This design comes from an exercise in tuning for a short achievable clock period and few clock cycles on the open sky130 flow, not from production work.
No run shown here included a check of the RTL's function; only the layout flow was run.
Power figures rest on the tool's default switching activity, not on a simulated workload.

$ cat design/flow/design.v
module ost_desc_decode (
    input  wire [63:0] raw_lo,
    input  wire [63:0] raw_hi,
    input  wire        wide,
    output wire [63:0] base,
    output wire [19:0] limit,
    output wire [3:0]  dtype,
    output wire        s,
    output wire [1:0]  dpl,
    output wire        p,
    output wire        avl,
    output wire        l,
    output wire        db,
    output wire        g
);
    assign limit = {raw_lo[51:48], raw_lo[15:0]};
    assign base  = {(wide ? raw_hi[31:0] : 32'h0), raw_lo[63:56], raw_lo[39:32], raw_lo[31:16]};
    assign dtype = raw_lo[43:40];
    assign s     = raw_lo[44];
    assign dpl   = raw_lo[46:45];
    assign p     = raw_lo[47];
    assign avl   = raw_lo[52];
    assign l     = raw_lo[53];
    assign db    = raw_lo[54];
    assign g     = raw_lo[55];
endmodule
module ost_sel_decode (
    input  wire [15:0] sel,
    output wire [1:0]  rpl,
    output wire        ti,
    output wire [12:0] index
);
    assign rpl   = sel[1:0];
    assign ti    = sel[2];
    assign index = sel[15:3];
endmodule
module ost_ddmd (
    input  wire         clk,
    input  wire         rst,
    input  wire         req_valid,
    output wire         req_ready,
    input  wire [31:0]  req_op,
    input  wire [31:0]  req_in_len,
    input  wire [31:0]  req_out_cap,
    input  wire [95:0]  req_in,         
    output wire         resp_valid,
    input  wire         resp_ready,
    output wire [1:0]   resp_status,
    output wire [31:0]  resp_bytes,
    output wire [319:0] resp_out,       
    output wire         prim_valid,
    output wire [2:0]   prim_cmd,
    output wire [63:0]  prim_addr,
    output wire [63:0]  prim_wdata,
    input  wire         prim_ack,
    input  wire [63:0]  prim_rdata,
    input  wire [15:0]  prim_rlimit,
    input  wire         prim_fault,
    output wire         faulted
);
    reg s_idle;      
    reg s_done;      
    reg s_fault;     
    reg s_prim;      
    reg s_msr;       
    reg s_rdsreg, s_sgdt, s_fix, s_memlo, s_memhi;
    reg [2:0]   cmd_q;
    reg [63:0]  addr_q;
    reg [63:0]  wdata_q;
    reg [1:0]   status_q;
    reg         bytes3_q, bytes5_q;
    reg [12:0]  idx_q;         
    reg [15:0]  glim_q;        
    reg [63:0]  out_lo;        
    reg [31:0]  f_base_lo;
    reg [31:0]  f_base_hi;
    reg [3:0]   f_type;
    reg         f_s, f_p, f_avl, f_l, f_db, f_g;
    reg [1:0]   f_dpl;
    reg [63:0]  f_raw_lo;
    reg [63:0]  f_raw_hi;
    assign req_ready   = s_idle;
    assign resp_valid  = s_done;
    assign faulted     = s_fault;
    assign prim_valid  = s_prim;
    assign prim_cmd    = cmd_q;
    assign prim_addr   = addr_q;
    assign prim_wdata  = wdata_q;
    assign resp_status = status_q;
    assign resp_bytes  = {26'd0, bytes5_q, 1'b0, bytes3_q, 3'd0};
    assign resp_out    = {f_raw_hi, f_raw_lo,
                          7'd0, f_g, 7'd0, f_db, 7'd0, f_l, 7'd0, f_avl,
                          7'd0, f_p, 6'd0, f_dpl, 7'd0, f_s, 4'd0, f_type,
                          f_base_hi, f_base_lo, out_lo};
    wire op_z, len_z, cap_z, seg_nz;
    ost_req_zero u_rz (
        .op(req_op), .len(req_in_len), .cap(req_out_cap), .seg(req_in[15:0]),
        .op_z(op_z), .len_z(len_z), .cap_z(cap_z), .seg_nz(seg_nz)
    );
    wire [1:0] chk_status;
    wire       chk_b3, chk_b5;
    ost_req_status u_rs (
        .op_z(op_z), .len_z(len_z), .cap_z(cap_z), .seg_nz(seg_nz),
        .op(req_op[1:0]), .len(req_in_len[3:1]), .cap(req_out_cap[5:3]), .seg(req_in[2:1]),
        .status(chk_status), .b3(chk_b3), .b5(chk_b5)
    );
    wire [1:0]  sel_rpl;
    wire        sel_ti;
    wire [12:0] sel_index;
    ost_sel_decode u_sel (
        .sel   (prim_rdata[15:0]),
        .rpl   (sel_rpl),
        .ti    (sel_ti),
        .index (sel_index)
    );
    wire sel_unres;
    ost_sel_unres u_unres (.ti(sel_ti), .index(sel_index), .unres(sel_unres));
    wire lo_gt;
    ost_gt16 u_lo (.a({idx_q, 3'b111}), .b(prim_rlimit), .gt(lo_gt));
    wire lo_in_tbl = ~lo_gt;
    wire hi_ok_q = ({1'b0, idx_q, 3'b000} + 17'd15) <= {1'b0, glim_q};
    wire [12:0] ea_sum;
    wire        ea_cy;
    ost_add13 u_add (.a(prim_rdata[15:3]), .b(idx_q), .s(ea_sum), .co(ea_cy));
    wire n_idle, n_done, n_prim, n_fault, n_msr, n_rdsreg, n_sgdt, n_fix, n_memlo, n_memhi;
    ost_next u_next (
        .rst(rst), .req_valid(req_valid), .resp_ready(resp_ready),
        .ack(prim_ack), .fault(prim_fault), .lo_s(prim_rdata[44]),
        .op_z(op_z), .len_z(len_z), .cap_z(cap_z), .seg_nz(seg_nz),
        .op(req_op[1:0]), .len(req_in_len[3:1]), .cap(req_out_cap[5:3]), .seg(req_in[2:1]),
        .unres(sel_unres), .lo_ok(lo_in_tbl), .cy(ea_cy), .hi_ok(hi_ok_q),
        .s_idle(s_idle), .s_done(s_done), .s_prim(s_prim), .s_fault(s_fault),
        .s_msr(s_msr), .s_rdsreg(s_rdsreg), .s_sgdt(s_sgdt), .s_fix(s_fix),
        .s_memlo(s_memlo), .s_memhi(s_memhi),
        .n_idle(n_idle), .n_done(n_done), .n_prim(n_prim), .n_fault(n_fault),
        .n_msr(n_msr), .n_rdsreg(n_rdsreg), .n_sgdt(n_sgdt), .n_fix(n_fix),
        .n_memlo(n_memlo), .n_memhi(n_memhi)
    );
    always @(posedge clk) begin
        s_idle   <= n_idle;
        s_done   <= n_done;
        s_prim   <= n_prim;
        s_fault  <= n_fault;
        s_msr    <= n_msr;
        s_rdsreg <= n_rdsreg;
        s_sgdt   <= n_sgdt;
        s_fix    <= n_fix;
        s_memlo  <= n_memlo;
        s_memhi  <= n_memhi;
    end
    wire [63:0] dec_base;
    wire [19:0] dec_limit;
    wire [3:0]  dec_type;
    wire        dec_s, dec_p, dec_avl, dec_l, dec_db, dec_g;
    wire [1:0]  dec_dpl;
    ost_desc_decode u_dec (
        .raw_lo (prim_rdata),
        .raw_hi (64'd0),
        .wide   (1'b0),
        .base   (dec_base),
        .limit  (dec_limit),
        .dtype  (dec_type),
        .s      (dec_s),
        .dpl    (dec_dpl),
        .p      (dec_p),
        .avl    (dec_avl),
        .l      (dec_l),
        .db     (dec_db),
        .g      (dec_g)
    );
    wire in_prim = s_prim | s_fix;
    wire [63:0] wdata_d;
    ost_ao22 #(64) u_wdata (.a({64{s_idle}}), .b(req_in[95:32]), .c({64{~s_idle}}), .d(wdata_q), .y(wdata_d));
    wire [3:0] rq_d;
    ost_ao22 #(4) u_rq (.a({4{s_idle}}), .b({chk_status, chk_b3, chk_b5}),
                        .c({4{~s_idle}}), .d({status_q, bytes3_q, bytes5_q}), .y(rq_d));
    always @(posedge clk) begin
        wdata_q <= wdata_d;
        {status_q, bytes3_q, bytes5_q} <= rq_d;
    end
    wire [2:0] cmd_d;
    ost_cmd_next u_cmd (
        .s_idle(s_idle), .s_rdsreg(s_rdsreg), .s_sgdt(s_sgdt), .ack(prim_ack),
        .op(req_op[1:0]), .q(cmd_q), .d(cmd_d)
    );
    always @(posedge clk) cmd_q <= cmd_d;
    wire [63:0] addr_inc;
    assign addr_inc[63:16] = s_fix ? addr_q[63:16] + 48'd1 : addr_q[63:16];
    assign addr_inc[15:0]  = addr_q[15:0];
    wire [63:0] addr_nx8 = {addr_q[63:3] + 61'd1, addr_q[2:0]};
    wire [63:0] addr_d;
    ost_addr_mux u_amux (
        .s_sgdt(s_sgdt), .s_idle(s_idle), .s_memlo(s_memlo), .ack(prim_ack),
        .ea({prim_rdata[63:16], ea_sum, prim_rdata[2:0]}),
        .rq(req_in[31:0]), .nx8(addr_nx8), .q(addr_inc), .d(addr_d)
    );
    always @(posedge clk) addr_q <= addr_d;
    wire [12:0] idx_d;
    ost_ao22 #(13) u_idx (.a({13{s_rdsreg}}), .b(sel_index), .c({13{~s_rdsreg}}), .d(idx_q), .y(idx_d));
    wire [15:0] glim_d;
    ost_ao22 #(16) u_glim (.a({16{s_sgdt}}), .b(prim_rlimit), .c({16{~s_sgdt}}), .d(glim_q), .y(glim_d));
    always @(posedge clk) begin
        idx_q  <= idx_d;
        glim_q <= glim_d;
    end
    wire lo_keep = prim_rdata[44] | hi_ok_q;    
    wire lo_wide = ~prim_rdata[44] & hi_ok_q;
    wire [63:0] out_lo_new = s_msr   ? prim_rdata :
                             s_memlo ? {12'd0, dec_limit & {20{lo_keep}}, 7'd0, lo_wide, 7'd0, lo_keep, out_lo[15:0]} :
                                       {out_lo[63:16], prim_rdata[15:0]};
    wire [63:0] out_lo_ld = {{48{s_msr | s_memlo}}, {16{s_msr | s_rdsreg}}};
    wire [63:0] out_lo_hd = {{48{~s_idle & ~s_msr & ~s_memlo}}, {16{~s_idle & ~s_msr & ~s_rdsreg}}};
    wire [63:0] out_lo_d;
    ost_ao22 #(64) u_out_lo (.a(out_lo_ld), .b(out_lo_new), .c(out_lo_hd), .d(out_lo), .y(out_lo_d));
    always @(posedge clk) out_lo <= out_lo_d;
    wire [109:0] lo_new = {dec_base[31:0], dec_type, dec_s, dec_dpl, dec_p, dec_avl,
                           dec_l, dec_db, dec_g, prim_rdata};
    wire [109:0] lo_q   = {f_base_lo, f_type, f_s, f_dpl, f_p, f_avl, f_l, f_db, f_g, f_raw_lo};
    wire [109:0] lo_d;
    wire lo_ld = s_memlo & lo_keep;
    ost_ao22 #(110) u_lo_f (.a({110{lo_ld}}), .b(lo_new), .c({110{~s_idle & ~s_memlo}}), .d(lo_q), .y(lo_d));
    always @(posedge clk)
        {f_base_lo, f_type, f_s, f_dpl, f_p, f_avl, f_l, f_db, f_g, f_raw_lo} <= lo_d;
    wire [95:0] hi_q = {f_base_hi, f_raw_hi};
    wire [95:0] hi_f_d;
    ost_ao22 #(96) u_hi_f (.a({96{s_memhi}}), .b({prim_rdata[31:0], prim_rdata}),
                           .c({96{~s_idle & ~s_memhi}}), .d(hi_q), .y(hi_f_d));
    always @(posedge clk) {f_base_hi, f_raw_hi} <= hi_f_d;
endmodule
module ost_ao22 #(parameter W = 1) (
    input  wire [W-1:0] a,
    input  wire [W-1:0] b,
    input  wire [W-1:0] c,
    input  wire [W-1:0] d,
    output wire [W-1:0] y
);
    assign y = (a & b) | (c & d);
endmodule
module ost_nor2 (input wire a, input wire b, output wire y);
    assign y = ~(a | b);
endmodule
module ost_nand2 (input wire a, input wire b, output wire y);
    assign y = ~(a & b);
endmodule
module ost_z32 (
    input  wire [31:0] x,
    output wire        z
);
    wire [15:0] l1;
    wire [7:0]  l2;
    wire [3:0]  l3;
    wire [1:0]  l4;
    genvar i;
    generate
        for (i = 0; i < 16; i = i + 1) begin : a
            ost_nor2 u (.a(x[2*i]), .b(x[2*i+1]), .y(l1[i]));
        end
        for (i = 0; i < 8; i = i + 1) begin : b
            ost_nand2 u (.a(l1[2*i]), .b(l1[2*i+1]), .y(l2[i]));
        end
        for (i = 0; i < 4; i = i + 1) begin : c
            ost_nor2 u (.a(l2[2*i]), .b(l2[2*i+1]), .y(l3[i]));
        end
        for (i = 0; i < 2; i = i + 1) begin : d
            ost_nand2 u (.a(l3[2*i]), .b(l3[2*i+1]), .y(l4[i]));
        end
    endgenerate
    ost_nor2 ue (.a(l4[0]), .b(l4[1]), .y(z));
endmodule
module ost_nz16 (
    input  wire [15:0] x,
    output wire        nz
);
    wire [7:0] l1;
    wire [3:0] l2;
    wire [1:0] l3;
    genvar i;
    generate
        for (i = 0; i < 8; i = i + 1) begin : a
            ost_nor2 u (.a(x[2*i]), .b(x[2*i+1]), .y(l1[i]));
        end
        for (i = 0; i < 4; i = i + 1) begin : b
            ost_nand2 u (.a(l1[2*i]), .b(l1[2*i+1]), .y(l2[i]));
        end
        for (i = 0; i < 2; i = i + 1) begin : c
            ost_nor2 u (.a(l2[2*i]), .b(l2[2*i+1]), .y(l3[i]));
        end
    endgenerate
    ost_nand2 ud (.a(l3[0]), .b(l3[1]), .y(nz));
endmodule
module ost_req_zero (
    input  wire [31:0] op,
    input  wire [31:0] len,
    input  wire [31:0] cap,
    input  wire [15:0] seg,
    output wire        op_z,     
    output wire        len_z,    
    output wire        cap_z,    
    output wire        seg_nz    
);
    ost_z32  u_op  (.x({2'b00, op[31:2]}), .z(op_z));
    ost_z32  u_len (.x({4'b0000, len[31:4]}), .z(len_z));
    ost_z32  u_cap (.x({6'b000000, cap[31:6]}), .z(cap_z));
    ost_nz16 u_seg (.x({3'b000, seg[15:3]}), .nz(seg_nz));
endmodule
module ost_req_status (
    input  wire       op_z, input wire len_z, input wire cap_z, input wire seg_nz,
    input  wire [1:0] op,
    input  wire [3:1] len,
    input  wire [5:3] cap,
    input  wire [2:1] seg,
    output wire [1:0] status,
    output wire       b3,
    output wire       b5
);
    wire op_rd   = op_z & ~op[1] &  op[0];
    wire op_wr   = op_z &  op[1] & ~op[0];
    wire op_qs   = op_z &  op[1] &  op[0];
    wire len_ge4 = ~len_z | len[3] | len[2];
    wire len_ge2 = len_ge4 | len[1];
    wire len_ge12 = ~len_z | (len[3] & len[2]);
    wire cap_ge8 = ~cap_z | cap[5] | cap[4] | cap[3];
    wire cap_ge40 = ~cap_z | (cap[5] & (cap[4] | cap[3]));
    wire seg_ok  = ~seg_nz & ~(seg[2] & seg[1]);
    wire rd_size = len_ge4 & cap_ge8;
    wire qs_size = len_ge2 & cap_ge40;
    wire op_ok   = op_z & (op[1] | op[0]);
    wire size_ok = (op_rd & rd_size) | (op_wr & len_ge12) | (op_qs & qs_size);
    assign status = ~op_ok   ? 2'd3 :
                    ~size_ok ? 2'd1 :
                    (op_qs & ~seg_ok) ? 2'd2 : 2'd0;
    assign b3 = (op_rd & rd_size) | (op_qs & qs_size & seg_ok);
    assign b5 = op_qs & qs_size & seg_ok;
endmodule
module ost_sel_unres (
    input  wire        ti,
    input  wire [12:0] index,
    output wire        unres
);
    assign unres = ti | ~|index;
endmodule
module ost_gp (
    input  wire g1, input wire p1, input wire g0, input wire p0,
    output wire g, output wire p
);
    assign g = g1 | (p1 & g0);
    assign p = p1 & p0;
endmodule
module ost_g (
    input  wire g1, input wire p1, input wire g0,
    output wire g
);
    assign g = g1 | (p1 & g0);
endmodule
module ost_gt16 (
    input  wire [15:0] a,
    input  wire [15:0] b,
    output wire        gt
);
    wire [15:0] g0 = a & ~b;
    wire [15:0] p0 = a | ~b;
    wire [7:0] g1, p1;
    wire [3:0] g2, p2;
    wire [1:0] g3, p3;
    genvar i;
    generate
        for (i = 0; i < 8; i = i + 1) begin : l1
            ost_gp u (.g1(g0[2*i+1]), .p1(p0[2*i+1]), .g0(g0[2*i]), .p0(p0[2*i]), .g(g1[i]), .p(p1[i]));
        end
        for (i = 0; i < 4; i = i + 1) begin : l2
            ost_gp u (.g1(g1[2*i+1]), .p1(p1[2*i+1]), .g0(g1[2*i]), .p0(p1[2*i]), .g(g2[i]), .p(p2[i]));
        end
        for (i = 0; i < 2; i = i + 1) begin : l3
            ost_gp u (.g1(g2[2*i+1]), .p1(p2[2*i+1]), .g0(g2[2*i]), .p0(p2[2*i]), .g(g3[i]), .p(p3[i]));
        end
    endgenerate
    ost_g u4 (.g1(g3[1]), .p1(p3[1]), .g0(g3[0]), .g(gt));
endmodule
module ost_add13 (
    input  wire [12:0] a,
    input  wire [12:0] b,
    output wire [12:0] s,
    output wire        co
);
    wire [12:0] g0 = a & b;
    wire [12:0] p0 = a | b;
    wire [12:0] t  = a ^ b;
    wire [12:0] g1, p1, g2, p2, g3, p3, g4;
    genvar i;
    generate
        for (i = 0; i < 13; i = i + 1) begin : l1
            if (i < 1) begin : k
                assign g1[i] = g0[i];
                assign p1[i] = p0[i];
            end else begin : c
                ost_gp u (.g1(g0[i]), .p1(p0[i]), .g0(g0[i-1]), .p0(p0[i-1]), .g(g1[i]), .p(p1[i]));
            end
        end
        for (i = 0; i < 13; i = i + 1) begin : l2
            if (i < 2) begin : k
                assign g2[i] = g1[i];
                assign p2[i] = p1[i];
            end else begin : c
                ost_gp u (.g1(g1[i]), .p1(p1[i]), .g0(g1[i-2]), .p0(p1[i-2]), .g(g2[i]), .p(p2[i]));
            end
        end
        for (i = 0; i < 13; i = i + 1) begin : l3
            if (i < 4) begin : k
                assign g3[i] = g2[i];
                assign p3[i] = p2[i];
            end else begin : c
                ost_gp u (.g1(g2[i]), .p1(p2[i]), .g0(g2[i-4]), .p0(p2[i-4]), .g(g3[i]), .p(p3[i]));
            end
        end
        for (i = 0; i < 13; i = i + 1) begin : l4
            if (i < 8) begin : k
                assign g4[i] = g3[i];
            end else begin : c
                ost_g u (.g1(g3[i]), .p1(p3[i]), .g0(g3[i-8]), .g(g4[i]));
            end
        end
    endgenerate
    assign s  = t ^ {g4[11:0], 1'b0};
    assign co = g4[12];
endmodule
module ost_next (
    input  wire rst, input wire req_valid, input wire resp_ready,
    input  wire ack, input wire fault, input wire lo_s,
    input  wire op_z, input wire len_z, input wire cap_z, input wire seg_nz,
    input  wire [1:0] op, input wire [3:1] len, input wire [5:3] cap, input wire [2:1] seg,
    input  wire unres, input wire lo_ok, input wire cy, input wire hi_ok,
    input  wire s_idle, input wire s_done, input wire s_prim, input wire s_fault,
    input  wire s_msr, input wire s_rdsreg, input wire s_sgdt, input wire s_fix,
    input  wire s_memlo, input wire s_memhi,
    output wire n_idle, output wire n_done, output wire n_prim, output wire n_fault,
    output wire n_msr, output wire n_rdsreg, output wire n_sgdt, output wire n_fix,
    output wire n_memlo, output wire n_memhi
);
    wire len_ge4  = ~len_z | len[3] | len[2];
    wire len_ge2  = len_ge4 | len[1];
    wire len_ge12 = ~len_z | (len[3] & len[2]);
    wire cap_ge8  = ~cap_z | cap[5] | cap[4] | cap[3];
    wire cap_ge40 = ~cap_z | (cap[5] & (cap[4] | cap[3]));
    wire go_rd = op_z & ~op[1] &  op[0] & len_ge4 & cap_ge8;
    wire go_wr = op_z &  op[1] & ~op[0] & len_ge12;
    wire go_qs = op_z &  op[1] &  op[0] & len_ge2 & cap_ge40 & ~seg_nz & ~(seg[2] & seg[1]);
    wire acc   = s_idle & req_valid;
    wire go    = go_rd | go_wr | go_qs;
    wire hi_rd = ~lo_s & hi_ok;      
    assign n_idle  = rst | (s_idle & ~req_valid) | (s_done & resp_ready);
    assign n_done  = ~rst & ((acc & ~go) | (s_done & ~resp_ready) |
                             (ack & ~fault & (s_msr | s_memhi)) |
                             (ack & s_rdsreg & unres) |
                             (ack & s_sgdt & ~lo_ok) |
                             (ack & ~fault & s_memlo & ~hi_rd));
    assign n_prim  = ~rst & ((acc & go) | s_fix |
                             (s_prim & ~ack) |
                             (ack & s_rdsreg & ~unres) |
                             (ack & s_sgdt & lo_ok & ~cy) |
                             (ack & ~fault & s_memlo & hi_rd));
    assign n_fault = ~rst & (s_fault | (ack & fault & (s_msr | s_memlo | s_memhi)));
    assign n_msr   = ~rst & ((acc & (go_rd | go_wr)) | (s_msr & ~ack));
    assign n_rdsreg = ~rst & ((acc & go_qs) | (s_rdsreg & ~ack));
    assign n_sgdt  = ~rst & ((ack & s_rdsreg & ~unres) | (s_sgdt & ~ack));
    assign n_fix   = ~rst & ack & s_sgdt & lo_ok & cy;
    assign n_memlo = ~rst & ((ack & s_sgdt & lo_ok & ~cy) | s_fix | (s_memlo & ~ack));
    assign n_memhi = ~rst & ((ack & ~fault & s_memlo & hi_rd) | (s_memhi & ~ack));
endmodule
module ost_cmd_next (
    input  wire       s_idle, input wire s_rdsreg, input wire s_sgdt, input wire ack,
    input  wire [1:0] op,
    input  wire [2:0] q,
    output wire [2:0] d
);
    wire to_sgdt  = s_rdsreg & ack;
    wire to_memrd = s_sgdt & ack;
    wire hold     = ~s_idle & ~to_sgdt & ~to_memrd;
    assign d[0] = (s_idle & op[1] & ~op[0]) | to_sgdt | (hold & q[0]);
    assign d[1] = (s_idle & op[1] & op[0]) | to_sgdt | (hold & q[1]);
    assign d[2] = to_memrd | (hold & q[2]);
endmodule
module ost_addr_mux (
    input  wire        s_sgdt, input wire s_idle, input wire s_memlo, input wire ack,
    input  wire [63:0] ea,
    input  wire [31:0] rq,
    input  wire [63:0] nx8,
    input  wire [63:0] q,
    output wire [63:0] d
);
    wire to_hi = s_memlo & ack;
    wire [63:0] other = to_hi ? nx8 : (s_idle ? {q[63:32], rq} : q);
    assign d = s_sgdt ? ea : other;
endmodule
$ cat design/flow/flow/run.sh
#!/bin/bash
set -o pipefail
MARGIN=${MARGIN:-7}
bash standard.sh SETUP_SLACK_MARGIN=$MARGIN finish > flow_standard.log 2>&1
rc=$?
cp -r orfs/logs/sky130hd/ost_ddmd/base orfs_logs 2>/dev/null
exit $rc
$ cat design/flow/standard.sh
#!/bin/bash
# synth_recipe.tcl (not shown) runs the flow's synth.tcl, then flattens the netlist and writes it again
# the make line also repeats each setting of config.mk as NAME=value (left out here)
make -C /OpenROAD-flow-scripts/flow DESIGN_CONFIG=/design/flow/config.mk WORK_HOME=/design/flow/orfs CLKGATE_MAP_FILE= SYNTH_SCRIPT=/design/flow/synth_recipe.tcl "${@:-finish}"
$ cat design/flow/config.mk
export PLATFORM = sky130hd
export DESIGN_NAME = ost_ddmd
export DESIGN_NICKNAME = ost_ddmd
export VERILOG_FILES = /design/flow/design.v
export SDC_FILE = /design/flow/constraint.sdc
export NUM_CORES = 4
export LEC_CHECK = 0
export CAP_MARGIN = 20
export CORE_AREA = 10 10 310 310
export DIE_AREA = 0 0 320 320
export SLEW_MARGIN = 40
export SYNTH_HIERARCHICAL = 1
export SYNTH_MINIMUM_KEEP_SIZE = 0
$ cat design/flow/constraint.sdc
create_clock -name core_clock -period 10.0 [get_ports {clk}]
set_input_delay 2.0000 -clock core_clock [delete_from_list [all_inputs] [get_ports {clk}]]
set_output_delay 2.0000 -clock core_clock [all_outputs]
set_load 0.01 [all_outputs]
==> results.ini, run 1 <==
[run_status]
status=finished clean

[final_layout]
layout_common_cells=buf_6 (427), a22o_1 (391), dfxtp_2 (357)
drive_above_1_share=0.485
layout_commonest_cell=buf_6
nFillCells=8686
fin_nets=3479
syn_to_final_growth_pct=60.9

[sta]
setup_tns_ns=0
rsz0062_at_grt=yes
period_share=0.318
maxSlewViolCount=0
fmax_mhz=314
skew_ns=0.0249
setup_viol=0
worstMarginPinSlew_ns=0.815
worst_slew_margin_rel=0.457
hold_viol=0
period_minus_slack_ns=3.18

[power_and_ir_drop]
seqPwrFrac=0.390
p_per_area_nw_per_um2=133
clock_power_share=0.483
peakVddDrop_v=0.000110
power_mw=4.72
combPwrFrac=0.127
power.leakage_nw=15.9
netSwitchingPower_mw=1.24
sw_frac_of_total=0.263
internal_power_mw=3.48

[detailed_routing]
drt_first_pass_iters=5
num_vias=20892
ant_nets=0
drt_iter0_drc=1435
routed_wl_um=105000
route.detailed.drc=0
via_per_inst=4.77
wl_per_cell_um=24.1

[floorplanning]
dieArea_um2=102000
die-height_um=320
rows=109
die_w_um=320
num_io_pins=767
core_area_um2=88800
start_util=0.248

[critical_path]
critPathArrivalTime_ns=3.69
critPathMaxFanout=10
critical_path_class=reg2reg
crit_path_end_kind=flip-flop
start_kind=flip-flop
required_ns=10.50

[global_route]
grt_usage=0.192
first_global_vias=20917
antenna_found_initial=21
overflow=0
grt_max_degree=96
grt_pass1_wl_um=149000

[clock_tree]
clkLatencyLatePin_ns=0.63
clockBufferDepth=3
cts_num_sinks=442
path_clk_slew_ns=0.06
root_buffer=clkbuf_16
cts_tree=built
htree_levels=2
cts_made_buffers=54
postCtsHoldBufs=0

[placement]
io_buffer_count=680
gp_congestion=0.848
place_hpwl_um=72900

[synthesis]
ys_warn_count=7
syn-instance-count=2279
syn_area_um2=22000
syn_avg_cell_area_um2=9.65

[hold_path]
hold_class=reg2reg

[run]
maxCapViolCount=0

[repair_timing]
action	in CTS	in global routing
pin swaps	130	112
gates resized for setup	3069	127
cloned	7	7
endpoints found under the setup margin	613	599
buffers inserted	225	33
[state kept, by name, summed over array words and instances, names as in the netlist, 2 cells and up]
register and cells:
f_type 4, f_base_hi 32, out_lo 64, f_raw_hi 64
f_base_lo 32, wdata_q 64, f_raw_lo 64, addr_q 64
status_q 2, f_dpl 2, cmd_q 3, glim_q 16
idx_q 13
[layer usage]
layer / wire length, um / part of all wire / up-vias / global-route usage
met1: 43400 / 0.41 / 10157 / 0.236
li1: - / - / 9803 / -
met2: 49800 / 0.47 / 769 / 0.316
met5: 71 / 0.00067 / - / 0
met4: 2960 / 0.028 / 10 / 0.0631
met3: 9050 / 0.086 / 153 / 0.0613
[final cells by class]
cell class	instances	area [um^2]	area share
multi-input combinational	1522	11900	0.335
clock buffer	67	1510	0.0427
timing repair buffer	987	9790	0.277
clock inverter	35	539	0.0152
tap	1165	1460	0.0412
inverter	152	671	0.0189
sequential	442	9540	0.269
antenna	8	20.0	0.000565
[through the flow]
stage | setup WS [ns] | util | cell area (um^2) | std cells | hold slack, ns
finish | 6.82 | 0.399 | 35400 | 4378 | 0.469
global route | 6.71 | 0.399 | 35400 | 4374 | 0.477
floorplan | 6.40 | - | 22900 | 2378 | 0.439
global placement | 5.31 | 0.332 | 29500 | 3994 | 0.450
detailed placement | 5.58 | 0.333 | 29600 | 3996 | 0.452
CTS | 6.78 | 0.392 | 34800 | 4330 | 0.471
[power by group through the flow]
stage	clock network, mW	registers, mW	logic, mW
global placement	0	1.89	0.536
finish	2.28	1.84	0.600
CTS	2.33	1.84	0.600
detailed placement	0	1.89	0.542
global route	2.40	1.85	0.642
floorplan	0	1.90	0.239
[final timing paths]
| kind | startpoint | endpoint | slack [ns] | depth (start not counted) |
|---|---|---|---|---|
| max | idx_q[1] | f_raw_lo[60] | 6.82 | 13 |
| min | f_raw_hi[26] | f_raw_hi[26] | 0.47 | 1 |
| max reg2reg | idx_q[1] | f_raw_lo[60] | 6.82 | 13 |
| min reg2reg | f_raw_hi[26] | f_raw_hi[26] | 0.47 | 1 |
[worst max-delay path: stages (launching register included)]
cell and delay [ns]:
dfxtp_4 0.37, nand4_1 0.20, nor2_2 0.20, and3_1 0.18, xor2_1 0.07, ha_1 0.31, nand2_2 0.08, or3_4 0.39
a31o_4 0.24, a211oi_4 0.26, nor2b_4 0.09, buf_12 0.17, clkbuf_16 0.21, a22o_1 0.23
==> inputs of run 2 (changes only) <==
--- a/design/flow/design.v
+++ b/design/flow/design.v
@@ -65,4 +65,5 @@
     reg s_msr;       
     reg s_rdsreg, s_sgdt, s_fix, s_memlo, s_memhi;
+    reg s_clr;       
     reg [2:0]   cmd_q;
     reg [63:0]  addr_q;
@@ -71,5 +72,5 @@
     reg         bytes3_q, bytes5_q;
     reg [12:0]  idx_q;         
-    reg [15:0]  glim_q;        
+    reg         hi_ok_q;       
     reg [63:0]  out_lo;        
     reg [31:0]  f_base_lo;
@@ -116,12 +117,13 @@
     wire sel_unres;
     ost_sel_unres u_unres (.ti(sel_ti), .index(sel_index), .unres(sel_unres));
-    wire lo_gt;
+    wire [13:0] idx1 = {1'b0, idx_q} + 14'd1;
+    wire lo_gt, hi_gt;
     ost_gt16 u_lo (.a({idx_q, 3'b111}), .b(prim_rlimit), .gt(lo_gt));
+    ost_gt16 u_hi (.a({idx1[12:0], 3'b111}), .b(prim_rlimit), .gt(hi_gt));
     wire lo_in_tbl = ~lo_gt;
-    wire hi_ok_q = ({1'b0, idx_q, 3'b000} + 17'd15) <= {1'b0, glim_q};
     wire [12:0] ea_sum;
     wire        ea_cy;
     ost_add13 u_add (.a(prim_rdata[15:3]), .b(idx_q), .s(ea_sum), .co(ea_cy));
-    wire n_idle, n_done, n_prim, n_fault, n_msr, n_rdsreg, n_sgdt, n_fix, n_memlo, n_memhi;
+    wire n_idle, n_done, n_prim, n_fault, n_msr, n_rdsreg, n_sgdt, n_fix, n_memlo, n_memhi, n_clr;
     ost_next u_next (
         .rst(rst), .req_valid(req_valid), .resp_ready(resp_ready),
@@ -132,8 +134,8 @@
         .s_idle(s_idle), .s_done(s_done), .s_prim(s_prim), .s_fault(s_fault),
         .s_msr(s_msr), .s_rdsreg(s_rdsreg), .s_sgdt(s_sgdt), .s_fix(s_fix),
-        .s_memlo(s_memlo), .s_memhi(s_memhi),
+        .s_memlo(s_memlo), .s_memhi(s_memhi), .s_clr(s_clr),
         .n_idle(n_idle), .n_done(n_done), .n_prim(n_prim), .n_fault(n_fault),
         .n_msr(n_msr), .n_rdsreg(n_rdsreg), .n_sgdt(n_sgdt), .n_fix(n_fix),
-        .n_memlo(n_memlo), .n_memhi(n_memhi)
+        .n_memlo(n_memlo), .n_memhi(n_memhi), .n_clr(n_clr)
     );
     always @(posedge clk) begin
@@ -148,4 +150,5 @@
         s_memlo  <= n_memlo;
         s_memhi  <= n_memhi;
+        s_clr    <= n_clr;
     end
     wire [63:0] dec_base;
@@ -198,17 +201,15 @@
     wire [12:0] idx_d;
     ost_ao22 #(13) u_idx (.a({13{s_rdsreg}}), .b(sel_index), .c({13{~s_rdsreg}}), .d(idx_q), .y(idx_d));
-    wire [15:0] glim_d;
-    ost_ao22 #(16) u_glim (.a({16{s_sgdt}}), .b(prim_rlimit), .c({16{~s_sgdt}}), .d(glim_q), .y(glim_d));
+    wire hi_d;
+    ost_ao22 #(1) u_hi_ok (.a(s_sgdt), .b(~hi_gt & ~idx1[13]), .c(~s_sgdt), .d(hi_ok_q), .y(hi_d));
     always @(posedge clk) begin
-        idx_q  <= idx_d;
-        glim_q <= glim_d;
+        idx_q   <= idx_d;
+        hi_ok_q <= hi_d;
     end
-    wire lo_keep = prim_rdata[44] | hi_ok_q;    
-    wire lo_wide = ~prim_rdata[44] & hi_ok_q;
     wire [63:0] out_lo_new = s_msr   ? prim_rdata :
-                             s_memlo ? {12'd0, dec_limit & {20{lo_keep}}, 7'd0, lo_wide, 7'd0, lo_keep, out_lo[15:0]} :
+                             s_memlo ? {12'd0, dec_limit, 7'd0, ~prim_rdata[44], 7'd0, 1'b1, out_lo[15:0]} :
                                        {out_lo[63:16], prim_rdata[15:0]};
     wire [63:0] out_lo_ld = {{48{s_msr | s_memlo}}, {16{s_msr | s_rdsreg}}};
-    wire [63:0] out_lo_hd = {{48{~s_idle & ~s_msr & ~s_memlo}}, {16{~s_idle & ~s_msr & ~s_rdsreg}}};
+    wire [63:0] out_lo_hd = {{48{~s_idle & ~s_msr & ~s_memlo & ~s_clr}}, {16{~s_idle & ~s_msr & ~s_rdsreg}}};
     wire [63:0] out_lo_d;
     ost_ao22 #(64) u_out_lo (.a(out_lo_ld), .b(out_lo_new), .c(out_lo_hd), .d(out_lo), .y(out_lo_d));
@@ -218,6 +219,5 @@
     wire [109:0] lo_q   = {f_base_lo, f_type, f_s, f_dpl, f_p, f_avl, f_l, f_db, f_g, f_raw_lo};
     wire [109:0] lo_d;
-    wire lo_ld = s_memlo & lo_keep;
-    ost_ao22 #(110) u_lo_f (.a({110{lo_ld}}), .b(lo_new), .c({110{~s_idle & ~s_memlo}}), .d(lo_q), .y(lo_d));
+    ost_ao22 #(110) u_lo_f (.a({110{s_memlo}}), .b(lo_new), .c({110{~s_idle & ~s_memlo & ~s_clr}}), .d(lo_q), .y(lo_d));
     always @(posedge clk)
         {f_base_lo, f_type, f_s, f_dpl, f_p, f_avl, f_l, f_db, f_g, f_raw_lo} <= lo_d;
@@ -432,8 +432,8 @@
     input  wire s_idle, input wire s_done, input wire s_prim, input wire s_fault,
     input  wire s_msr, input wire s_rdsreg, input wire s_sgdt, input wire s_fix,
-    input  wire s_memlo, input wire s_memhi,
+    input  wire s_memlo, input wire s_memhi, input wire s_clr,
     output wire n_idle, output wire n_done, output wire n_prim, output wire n_fault,
     output wire n_msr, output wire n_rdsreg, output wire n_sgdt, output wire n_fix,
-    output wire n_memlo, output wire n_memhi
+    output wire n_memlo, output wire n_memhi, output wire n_clr
 );
     wire len_ge4  = ~len_z | len[3] | len[2];
@@ -448,4 +448,5 @@
     wire go    = go_rd | go_wr | go_qs;
     wire hi_rd = ~lo_s & hi_ok;      
+    wire hi_cut = ~lo_s & ~hi_ok;    
     assign n_idle  = rst | (s_idle & ~req_valid) | (s_done & resp_ready);
     assign n_done  = ~rst & ((acc & ~go) | (s_done & ~resp_ready) |
@@ -453,5 +454,5 @@
                              (ack & s_rdsreg & unres) |
                              (ack & s_sgdt & ~lo_ok) |
-                             (ack & ~fault & s_memlo & ~hi_rd));
+                             (ack & ~fault & s_memlo & lo_s) | s_clr);
     assign n_prim  = ~rst & ((acc & go) | s_fix |
                              (s_prim & ~ack) |
@@ -466,4 +467,5 @@
     assign n_memlo = ~rst & ((ack & s_sgdt & lo_ok & ~cy) | s_fix | (s_memlo & ~ack));
     assign n_memhi = ~rst & ((ack & ~fault & s_memlo & hi_rd) | (s_memhi & ~ack));
+    assign n_clr   = ~rst & ack & ~fault & s_memlo & hi_cut;
 endmodule
 module ost_cmd_next (
==> results.ini, run 2 <==
[run_status]
status=finished clean

[clock_tree]
path_clk_slew_ns=0.06  ; about the same
cts_made_buffers=52  ; -3.7%
clkLatencyLatePin_ns=0.61  ; -0.02 ns
postCtsHoldBufs=0  ; unchanged
cts_num_sinks=428  ; -3.2%
clockBufferDepth=3  ; unchanged
htree_levels=2  ; unchanged
root_buffer=clkbuf_16
cts_tree=built

[detailed_routing]
routed_wl_um=99400  ; -5.7%
via_per_inst=4.75  ; -0.56%
route.detailed.drc=0  ; unchanged
num_vias=20257  ; -3.0%
drt_first_pass_iters=6  ; +1
drt_iter0_drc=1273  ; -11%
wl_per_cell_um=23.3  ; -3.3%
ant_nets=0  ; unchanged

[placement]
gp_congestion=0.849  ; +0.20%
place_inst=3945  ; -1.3%
place_hpwl_um=70900  ; -2.8%
io_buffer_count=680  ; unchanged

[hold_path]
hold_class=reg2reg
whs_path_depth=1  ; unchanged

[floorplanning]
start_util=0.244  ; -0.00424
die-height_um=320  ; unchanged
dieArea_um2=102000  ; unchanged
die_w_um=320  ; unchanged
rows=109  ; unchanged
num_io_pins=767  ; unchanged
core_area_um2=88800  ; unchanged

[critical_path]
ff2ff_path_depth=8  ; -5
critPathArrivalTime_ns=1.22  ; -2.47 ns
critical_path.max_stage_delay_ns=0.36  ; -0.03 ns
start_kind=flip-flop
crit_path_end_kind=primary output
path_cells=buf_16 > buf_8
crit_family=flip-flops
path_depth=2  ; -11
worst_path_max_delay_cell=dfxtp_4
critical_path_class=reg2out
required_ns=8.00  ; -2.50 ns
critPathMaxFanout=2  ; -8
cp.buffers_inverters=2  ; unchanged

[run]
maxCapViolCount=0  ; unchanged

[sta]
hold_viol=0  ; unchanged
period_minus_slack_ns=3.22  ; +0.0361 ns
skew_ns=0.0136  ; -0.0113 ns
period_share=0.322  ; +0.00361
fmax_mhz=311  ; -1.1%
setup_tns_ns=0  ; unchanged
rsz0062_at_grt=yes
whs_ns=0.468  ; -0.000903 ns
worst_slew_margin_rel=0.419  ; -0.0374
setup_viol=0  ; unchanged
maxSlewViolCount=0  ; unchanged
worstMarginPinSlew_ns=0.868  ; +0.0529 ns

[final_layout]
fin_nets=3358  ; -3.5%
layout_common_cells=buf_6 (446), a22o_1 (375), dfxtp_2 (346)
syn_to_final_growth_pct=57.0
layout_commonest_cell=buf_6
stdcell_count=4269  ; -2.5%
drive_above_1_share=0.495  ; +0.0101

[synthesis]
syn-instance-count=2226  ; -2.3%
ys_warn_count=7  ; unchanged
syn_avg_cell_area_um2=9.72  ; +0.63%
syn_area_um2=21600  ; -1.7%

[global_route]
grt_pass1_wl_um=142000  ; -4.4%
grt_max_degree=102  ; +6.3%
antenna_found_initial=18  ; -14%
first_global_vias=20452  ; -2.2%
overflow=0  ; unchanged
grt_usage=0.183  ; -0.00917

[power_and_ir_drop]
peakVddDrop_v=0.000133  ; +20%
p_per_area_nw_per_um2=128  ; -3.7%
power.leakage_nw=15.1  ; -5.1%
power_mw=4.36  ; -7.6%

[run 2: cell count changes in the layout (fill, tap and decap cells not counted), moves of 17 or more]
cell	change
a22oi_1	-20
buf_6	+19
mux2i_1	+21
buf_4	-33
nand2_1	-43
inv_1	-30
nor2b_2	+17
[run 2: path summary, 6_finish.rpt]
| kind | slack [ns] | from | to |
|---|---|---|---|
| worst max-delay path | 6.78 | s_idle | req_ready |
| worst max register to register | 7.10 | addr_q[18] | addr_q[45] |
| worst min-delay path | 0.47 | f_raw_hi[44] | f_raw_hi[44] |
| worst min register to register | 0.47 | f_raw_hi[44] | f_raw_hi[44] |
[run 2: final cells by class]
type	instances	area (um^2)
repair buffers	933	9030
multi-input cells	1513	11800
well taps	1165	1460
clock buffers	73	1500
fillers	8808	54800
clock inverters	25	275
flip-flops and latches	428	9250
diodes	9	22.5
inverters	123	567
[run 2: where the power goes]
group / switching, mW / total (mW) / leakage (nW) / internal [mW]
combinational: 0.317 / 0.609 / 10.6 / 0.292
clock: 0.811 / 1.97 / 0.861 / 1.16
sequential: 0.0353 / 1.78 / 3.64 / 1.75
[run 2: through the flow]
step | worst slack (ns) | utilization | cell area (um^2)
3_5_place_dp | 5.43 | 0.328 | 29100
4_1_cts | 6.74 | 0.379 | 33600
6_report | 6.78 | 0.382 | 33900
3_3_place_gp | 5.45 | 0.328 | 29100
5_1_grt | 6.74 | 0.382 | 33900
2_1_floorplan | 6.49 | - | 22500
[run 2: per-layer routing]
metal  GRT usage  routed length (um)  share of wire  up-vias
met5           0                  57        0.00057        -
li1            -                   -              -     9508
met4      0.0548                2640          0.027        8
met1       0.229               41700           0.42     9834
met3      0.0616                8870          0.089      142
met2       0.295               46100           0.46      765
[run 2: timing repair]
action | 4_1_cts | 5_1_grt
setup endpoints to repair | 450 | 430
buffers inserted | 196 | 20
pin swaps | 129 | 86
gates cloned | 1 | 0
hold endpoints to repair | 0 | 0
gates resized for setup | 3158 | 135

[port drivers added, routing unchanged]
Ports are ideal in the flow. The routed layouts listed here were re-timed in OpenROAD.
Step 1, drivers: a clkbuf_16 drives clk and a buf_2 each remaining input, both assumed.
Step 2 moves the port delays by t, midway between the first and last clock arrival at a register: inputs arrive t later, outputs are due t later. That takes back most of the time a late clock gives input paths.
a / b / c = ideal / step 1 / step 2; a / b = the first two.
| run | t, ns | setup WS [ns] | hold slack, ns | slew at the worst register clock pin (ns) |
|---|---|---|---|---|
| run 1 | 0.684 | 6.817 / 6.789 / 6.184 | 0.469 / 0.469 / 0.469 | 0.07 / 0.07 |
| run 2 | 0.652 | 6.781 / 6.728 / 6.124 | 0.468 / 0.468 / 0.468 | 0.07 / 0.07 |
After both steps setup and hold are still met in every run listed. For run 2, which loses most, drivers alone change the setup slack by -0.053 ns; drivers and shift together by -0.657 ns.
